Context: an optimization exercise on an open-source flow, tuned for small area. The choices shown serve that exercise and are no tape-out recipe.
Function was checked by simulation only, so behaviour that the tests miss may differ from the original.
No activity file was given, so power comes from the tool's default toggle rates.

## quartz
// frame_frontend
module frame_frontend (
    input  wire       clk,
    input  wire       rst,
    input  wire       rx_valid,
    input  wire [7:0] rx_data,
    output wire       rx_ready,
    output wire [2:0] fr_state,
    output wire       fr_complete,
    output wire       fr_faulted,
    output wire [5:0] fr_flags,
    output wire [7:0] fr_opcode,
    output wire [7:0] fr_len,
    output wire [7:0] pl_len,
    input  wire [7:0] pl_idx,
    output wire [7:0] pl_data,
    output wire       gc_start,
    input  wire       gc_done,
    input  wire [2:0] gc_flags,
    output wire       res_valid,
    output wire [1:0] res_code,
    output wire [9:0] res_flags
);
==> flow/config.mk <==
export PLATFORM = sky130hd
export DESIGN_NAME = frame_frontend
export DESIGN_NICKNAME = frame_frontend
export VERILOG_FILES = /design/flow/design.v
export SDC_FILE = /design/flow/constraint.sdc
export NUM_CORES = 4
export LEC_CHECK = 0
export CAP_MARGIN = 20
export CORE_MARGIN = 2
export CORE_UTILIZATION = 55
export PLACE_DENSITY = 0.65
export SETUP_SLACK_MARGIN = 0.3
export SLEW_MARGIN = 20
export SYNTH_HIERARCHICAL = 1
export SYNTH_MINIMUM_KEEP_SIZE = 0
==> flow/constraint.sdc <==
create_clock -name core_clock -period 10.0 [get_ports {clk}]
set_input_delay 2.0000 -clock core_clock [delete_from_list [all_inputs] [get_ports {clk}]]
set_output_delay 2.0000 -clock core_clock [all_outputs]
set_load 0.01 [all_outputs]
standard.sh (not shown) runs the stock make flow with config.mk's settings and CLKGATE_MAP_FILE= SYNTH_SCRIPT=/design/flow/synth_recipe.tcl, a recipe that flattens the netlist after the stock synthesis.
==> flow/flow/run.sh <==
#!/bin/bash
# Standard layout, with two changes picked through environment variables
# that ORFS reads: a clock tree of small clock buffers in small clusters,
# without dummy loads, and buf_1 as the port buffer.
set -euo pipefail
export CTS_ARGS="-sink_clustering_enable -repair_clock_nets -dont_use_dummy_load -buf_list sky130_fd_sc_hd__clkbuf_4 -sink_clustering_size 10 -sink_clustering_max_diameter 45"
export BUFFER_PORTS_ARGS="-buffer_cell sky130_fd_sc_hd__buf_1"
bash standard.sh > standard.log 2>&1
What zinc does differently from quartz at the input level:
# quartz
export LEC_CHECK = 0
export CAP_MARGIN = 20
export CORE_MARGIN = 2
export CORE_UTILIZATION = 55
export PLACE_DENSITY = 0.65
export SETUP_SLACK_MARGIN = 0.3
export SLEW_MARGIN = 20
export SYNTH_HIERARCHICAL = 1
export SYNTH_MINIMUM_KEEP_SIZE = 0
create_clock -name core_clock -period 10.0 [get_ports {clk}]
# zinc
export LEC_CHECK = 0
export CAP_MARGIN = 20
export CORE_MARGIN = 2
export CORE_UTILIZATION = 62
export PLACE_DENSITY = 0.72
export SETUP_SLACK_MARGIN = 0.3
export SLEW_MARGIN = 20
export SYNTH_HIERARCHICAL = 1
export SYNTH_MINIMUM_KEEP_SIZE = 0
create_clock -name core_clock -period 10.0 [get_ports {clk}]
==> run summary <==
Taking quartz as the reference, in zinc width of the die decreased 21 um; DRC violation total after the first TritonRoute iteration increased about 4%; minimum setup slack in the final design decreased 0.15 ns; sequential share of cell area essentially unchanged; total power after layout decreased about 0.4%. Compared zinc vs quartz, and wire length is down in zinc. zinc vs quartz — layout buffer count excluding clock buffers climbed by a little under 10%.
Input-level comparison between onyx and zinc:
# zinc
export LEC_CHECK = 0
export CAP_MARGIN = 20
export CORE_MARGIN = 2
export CORE_UTILIZATION = 62
export PLACE_DENSITY = 0.72
export SETUP_SLACK_MARGIN = 0.3
export SLEW_MARGIN = 20
export SYNTH_HIERARCHICAL = 1
export SYNTH_MINIMUM_KEEP_SIZE = 0
create_clock -name core_clock -period 10.0 [get_ports {clk}]
# onyx
export LEC_CHECK = 0
export CAP_MARGIN = 20
export CORE_MARGIN = 2
export CORE_UTILIZATION = 55
export PLACE_DENSITY = 0.72
export SETUP_SLACK_MARGIN = 0.3
export SLEW_MARGIN = 20
export SYNTH_HIERARCHICAL = 1
export SYNTH_MINIMUM_KEEP_SIZE = 0
create_clock -name core_clock -period 10.0 [get_ports {clk}]
## What came out
A slowest stage cell on the critical path of a222oi_1 is what onyx shows, while nand4_1 belongs to zinc. Of zinc and onyx, the higher number of cells on the worst reg-to-reg path belongs to onyx. Taking zinc as the reference, in onyx fraction of area in multi-input gates comparable; data arrival time of the critical path went up 0.08 ns. On number of placement rows: onyx sits above zinc. Going from zinc to onyx, routed wire length was more or less identical; wire length of the first global-routing pass now sits lower; non-clock buffer count now sits lower.

---

The RTL this note starts from:
==> flow/design.v <==
module crc8_step (
    input  wire [7:0] crc_in,
    input  wire [7:0] data,
    output wire [7:0] crc_out
);
    reg [7:0] c;
    integer i;
    always @* begin
        c = crc_in;
        for (i = 7; i >= 0; i = i - 1) begin
            if (c[7] ^ data[i])
                c = {c[6:0], 1'b0} ^ 8'h31;
            else
                c = {c[6:0], 1'b0};
        end
    end
    assign crc_out = c;
endmodule
module frame_receiver #(
    parameter [7:0] P_PRE0 = 8'hAA,
    parameter [7:0] P_PRE1 = 8'h55,
    parameter [7:0] P_SEQ  = 8'h05,
    parameter [7:0] P_ADDR = 8'h10
) (
    input  wire       clk,
    input  wire       rst,
    input  wire       rearm,
    input  wire       rx_valid,
    input  wire [7:0] rx_data,
    output wire       rx_ready,
    input  wire [7:0] pl_idx,
    output wire [2:0] state,
    output wire [4:0] flags,
    output wire [7:0] len,
    output wire [7:0] pl_len,
    output reg  [7:0] opcode,
    output wire [7:0] pl_data
);
    localparam [2:0] S_PRE   = 3'd0,
                     S_LEN   = 3'd1,
                     S_SEQ   = 3'd2,
                     S_ADDR  = 3'd3,
                     S_ACC   = 3'd4,
                     S_DONE  = 3'd5,
                     S_FAULT = 3'd6;
    localparam F_PRE = 0, F_LEN = 1, F_SEQ = 2, F_ADDR = 3, F_CRC = 4;
    localparam integer NPL = 249;   
    reg [2:0] rx_state;
    reg       got0;       
    reg [7:0] cnt;        
    reg [7:0] rx_len;
    reg [7:0] rx_crc;
    reg [4:0] rx_flags;
    reg [8*NPL-1:0] sr;   
    assign rx_ready = ~rst & ~rx_state[2] | ~rst & (rx_state == S_ACC);
    wire accept = rx_valid & rx_ready;
    wire [7:0] crc_next;
    crc8_step u_crc (.crc_in(rx_crc), .data(rx_data), .crc_out(crc_next));
    function [7:0] crc1;
        input [7:0] b;
        integer i;
        begin
            crc1 = 8'h00;
            for (i = 7; i >= 0; i = i - 1)
                crc1 = (crc1[7] ^ b[i]) ? ({crc1[6:0], 1'b0} ^ 8'h31) : {crc1[6:0], 1'b0};
        end
    endfunction
    localparam [7:0] CRC_PRE0 = crc1(P_PRE0);
    assign pl_len = rx_len - 8'd4;
    wire is_op     = &cnt;
    wire last_byte = (cnt == pl_len);
    wire in_acc    = (rx_state == S_ACC);
    wire shift     = accept & in_acc & ~last_byte;
    always @(posedge clk) begin
        if (shift)
            sr <= {sr[8*NPL-9:0], rx_data};
    end
    always @(posedge clk) begin
        if (accept & in_acc & is_op)
            opcode <= rx_data;
    end
    always @(posedge clk) begin
        if (rst || rearm) begin
            rx_state <= S_PRE;
            got0     <= 1'b0;
            cnt      <= 8'hFF;
            rx_len   <= 8'd0;
            rx_crc   <= 8'd0;
            rx_flags <= 5'd0;
        end else if (accept) begin
            if (!(in_acc && last_byte))
                rx_crc <= crc_next;
            case (rx_state)
                S_PRE: begin
                    got0 <= 1'b1;
                    if (got0) begin
                        if (rx_crc == CRC_PRE0 && rx_data == P_PRE1) begin
                            rx_state <= S_LEN;
                        end else begin
                            rx_state        <= S_FAULT;
                            rx_flags[F_PRE] <= 1'b1;
                        end
                    end
                end
                S_LEN: begin
                    rx_len <= rx_data;
                    if (rx_data >= 8'd4 && rx_data <= 8'd253) begin
                        rx_state <= S_SEQ;
                    end else begin
                        rx_state        <= S_FAULT;
                        rx_flags[F_LEN] <= 1'b1;
                    end
                end
                S_SEQ: begin
                    if (rx_data == P_SEQ) begin
                        rx_state <= S_ADDR;
                    end else begin
                        rx_state        <= S_FAULT;
                        rx_flags[F_SEQ] <= 1'b1;
                    end
                end
                S_ADDR: begin
                    if (rx_data == P_ADDR) begin
                        rx_state <= S_ACC;
                    end else begin
                        rx_state         <= S_FAULT;
                        rx_flags[F_ADDR] <= 1'b1;
                    end
                end
                S_ACC: begin
                    cnt <= cnt + 8'd1;
                    if (last_byte) begin
                        if (rx_data == rx_crc) begin
                            rx_state <= S_DONE;
                        end else begin
                            rx_state        <= S_FAULT;
                            rx_flags[F_CRC] <= 1'b1;
                        end
                    end
                end
                default: ;
            endcase
        end
    end
    wire [7:0] rd_pos = pl_len + ~pl_idx;
    assign state   = rx_state;
    assign flags   = rx_flags;
    assign len     = rx_len;
    wire [NPL-1:0] rd_sel;
    rd_decode u_dec (.pos(rd_pos), .sel(rd_sel));
    genvar b, m;
    generate
        for (b = 0; b < 8; b = b + 1) begin : g_bit
            wire [NPL/3-1:0] grp_n;
            for (m = 0; m < NPL/3; m = m + 1) begin : g_grp
                rd_aoi3 u_aoi (
                    .d0(sr[8*(3*m)   + b]), .s0(rd_sel[3*m]),
                    .d1(sr[8*(3*m+1) + b]), .s1(rd_sel[3*m+1]),
                    .d2(sr[8*(3*m+2) + b]), .s2(rd_sel[3*m+2]),
                    .y_n(grp_n[m]));
            end
            rd_or_n #(.N(NPL/3)) u_or (.a_n(grp_n), .y(pl_data[b]));
        end
    endgenerate
endmodule
module rd_decode #(
    parameter integer N = 249
) (
    input  wire [7:0]   pos,
    output wire [N-1:0] sel
);
    wire [15:0] hi_n, lo_n;
    rd_pre4 u_hi (.a(pos[7:4]), .y_n(hi_n));
    rd_pre4 u_lo (.a(pos[3:0]), .y_n(lo_n));
    genvar k;
    generate
        for (k = 0; k < N; k = k + 1) begin : g_sel
            rd_nor2 u_sel (.a(hi_n[k / 16]), .b(lo_n[k % 16]), .y(sel[k]));
        end
    endgenerate
endmodule
module rd_pre4 (
    input  wire [3:0]  a,
    output wire [15:0] y_n
);
    genvar k;
    generate
        for (k = 0; k < 16; k = k + 1) begin : g_k
            assign y_n[k] = ~(a == k);
        end
    endgenerate
endmodule
module rd_nor2 (
    input  wire a, b,
    output wire y
);
    assign y = ~(a | b);
endmodule
module rd_aoi3 (
    input  wire d0, s0, d1, s1, d2, s2,
    output wire y_n
);
    assign y_n = ~((d0 & s0) | (d1 & s1) | (d2 & s2));
endmodule
module rd_or_n #(
    parameter integer N = 83
) (
    input  wire [N-1:0] a_n,
    output wire         y
);
    assign y = ~&a_n;
endmodule
module dispatcher #(
    parameter [7:0] P_OPC_GCODE = 8'h01
) (
    input  wire       clk,
    input  wire       rst,
    input  wire       fr_complete,
    input  wire       fr_faulted,
    input  wire [4:0] fr_flags,
    input  wire [7:0] fr_opcode,
    input  wire       gc_done,
    input  wire [2:0] gc_flags,
    output wire       rearm,
    output reg        gc_start,
    output reg        res_valid,
    output reg  [1:0] res_code,
    output wire [9:0] res_flags
);
    reg       waiting;
    reg [2:0] rf_gc;
    reg       rf_unk;
    reg [4:0] rf_fr;
    wire is_gcode = (fr_opcode == P_OPC_GCODE);
    wire r_fault  = ~waiting & fr_faulted;
    wire r_unk    = ~waiting & fr_complete & ~is_gcode;
    wire r_gc     = waiting & gc_done;
    assign rearm = ~rst & (r_fault | r_unk | r_gc);
    always @(posedge clk) begin
        if (rst) begin
            waiting   <= 1'b0;
            gc_start  <= 1'b0;
            res_valid <= 1'b0;
            res_code  <= 2'd0;
            rf_gc     <= 3'd0;
            rf_unk    <= 1'b0;
            rf_fr     <= 5'd0;
        end else begin
            gc_start  <= ~waiting & fr_complete & is_gcode;
            res_valid <= r_fault | r_unk | r_gc;
            if (~waiting & fr_complete & is_gcode)
                waiting <= 1'b1;
            else if (r_gc)
                waiting <= 1'b0;
            if (r_fault | r_unk | r_gc) begin
                res_code[0] <= r_fault | (r_gc & (gc_flags != 3'b000));
                res_code[1] <= r_unk   | (r_gc & (gc_flags != 3'b000));
                rf_gc       <= r_gc ? gc_flags : 3'd0;
                rf_unk      <= r_unk;
                rf_fr       <= r_fault ? fr_flags : 5'd0;
            end
        end
    end
    assign res_flags = {rf_gc, rf_unk, 1'b0, rf_fr};
endmodule
module frame_frontend (
    input  wire       clk,
    input  wire       rst,
    input  wire       rx_valid,
    input  wire [7:0] rx_data,
    output wire       rx_ready,
    output wire [2:0] fr_state,
    output wire       fr_complete,
    output wire       fr_faulted,
    output wire [5:0] fr_flags,
    output wire [7:0] fr_opcode,
    output wire [7:0] fr_len,
    output wire [7:0] pl_len,
    input  wire [7:0] pl_idx,
    output wire [7:0] pl_data,
    output wire       gc_start,
    input  wire       gc_done,
    input  wire [2:0] gc_flags,
    output wire       res_valid,
    output wire [1:0] res_code,
    output wire [9:0] res_flags
);
    localparam [7:0] P_PRE0      = 8'hAA;
    localparam [7:0] P_PRE1      = 8'h55;
    localparam [7:0] P_SEQ       = 8'h05;
    localparam [7:0] P_ADDR      = 8'h10;
    localparam [7:0] P_OPC_GCODE = 8'h01;
    wire rearm;
    wire [4:0] flags;
    frame_receiver #(
        .P_PRE0(P_PRE0), .P_PRE1(P_PRE1), .P_SEQ(P_SEQ), .P_ADDR(P_ADDR)
    ) u_rx (
        .clk(clk), .rst(rst), .rearm(rearm),
        .rx_valid(rx_valid), .rx_data(rx_data), .rx_ready(rx_ready),
        .pl_idx(pl_idx),
        .state(fr_state), .flags(flags), .len(fr_len), .pl_len(pl_len),
        .opcode(fr_opcode), .pl_data(pl_data)
    );
    assign fr_flags    = {1'b0, flags};
    assign fr_complete = (fr_state == 3'd5);
    assign fr_faulted  = (fr_state == 3'd6);
    dispatcher #(.P_OPC_GCODE(P_OPC_GCODE)) u_dp (
        .clk(clk), .rst(rst),
        .fr_complete(fr_complete), .fr_faulted(fr_faulted),
        .fr_flags(flags), .fr_opcode(fr_opcode),
        .gc_done(gc_done), .gc_flags(gc_flags),
        .rearm(rearm),
        .gc_start(gc_start), .res_valid(res_valid),
        .res_code(res_code), .res_flags(res_flags)
    );
endmodule
export LEC_CHECK = 0
export CAP_MARGIN = 20
export CORE_MARGIN = 2
export CORE_UTILIZATION = 60
export PLACE_DENSITY = 0.7
export SLEW_MARGIN = 20
export SYNTH_HIERARCHICAL = 1
export SYNTH_MINIMUM_KEEP_SIZE = 0
create_clock -name core_clock -period 10.0 [get_ports {clk}]
==> flow/flow/run.sh <==
#!/bin/bash
# Standard layout, with two changes picked through environment variables
# that ORFS reads: a clock tree of small clock buffers in small clusters,
# without dummy loads, and buf_2 as the port buffer.
set -euo pipefail
export CTS_ARGS="-sink_clustering_enable -repair_clock_nets -dont_use_dummy_load -buf_list sky130_fd_sc_hd__clkbuf_4 -sink_clustering_size 8 -sink_clustering_max_diameter 50"
export BUFFER_PORTS_ARGS="-buffer_cell sky130_fd_sc_hd__buf_2"
bash standard.sh > standard.log 2>&1
Next try:
==> flow/run.sh (new file) <==
#!/bin/bash
# synth_recipe.tcl (not shown) runs the flow's synth.tcl, then flattens the netlist and writes it again
# the make line also repeats each setting of config.mk as NAME=value (left out here)
make -C /OpenROAD-flow-scripts/flow DESIGN_CONFIG=/design/flow/config.mk WORK_HOME=/design/flow/orfs CLKGATE_MAP_FILE= SYNTH_SCRIPT=/design/flow/synth_recipe.tcl finish
CTS_BUF_LIST = sky130_fd_sc_hd__clkbuf_4   (was unset)
CTS_CLUSTER_DIAMETER = 50   (was unset)
CTS_CLUSTER_SIZE = 8   (was unset)
removed: flow/flow/run.sh
removed: flow/standard.sh
Effect: Routed wire length drops by 0.76%; cell count increases by 0.50%; setup slack gets better by 30 ps; die area stays the same; synthesized area stays the same; combinational power came out higher by about 3%.

static timing again, ports no longer ideal:
The results above use ideal ports. As a check the final layouts listed here were re-extracted and re-timed, cells and wires unchanged. Step 1 assumes that a clkbuf_16 drives the clock port and a buf_2 every other input. Step 2 also shifts input and output timing later by t, the mid clock arrival at the registers, as if the neighbouring blocks saw the same clock. Slacks: ideal ports / drivers / drivers and shift; pairs: ideal ports / drivers.
| run | shift t [ns] | setup slack, ns | hold slack, ns | worst setup path at the end |
|---|---|---|---|---|
| quartz | 1.296 | 0.511 / 0.473 / 0.473 | 0.428 / 0.428 / 0.428 | input to output |
| zinc | 1.348 | 0.363 / 0.337 / 0.337 | 0.450 / 0.450 / 0.450 | input to output |
| onyx | 1.292 | 0.275 / 0.244 / 0.244 | 0.421 / 0.421 / 0.421 | input to output |
| the first run of note 2 | 1.328 | 0.147 / 0.127 / 0.127 | 0.405 / 0.405 / 0.405 | input to output |
| the second run of note 2 | 1.321 | 0.176 / 0.153 / 0.153 | 0.406 / 0.406 / 0.406 | input to output |
After both steps setup and hold are still met in every run listed. For quartz, which loses most, drivers alone change the setup slack by -0.038 ns; drivers and shift together by -0.038 ns.
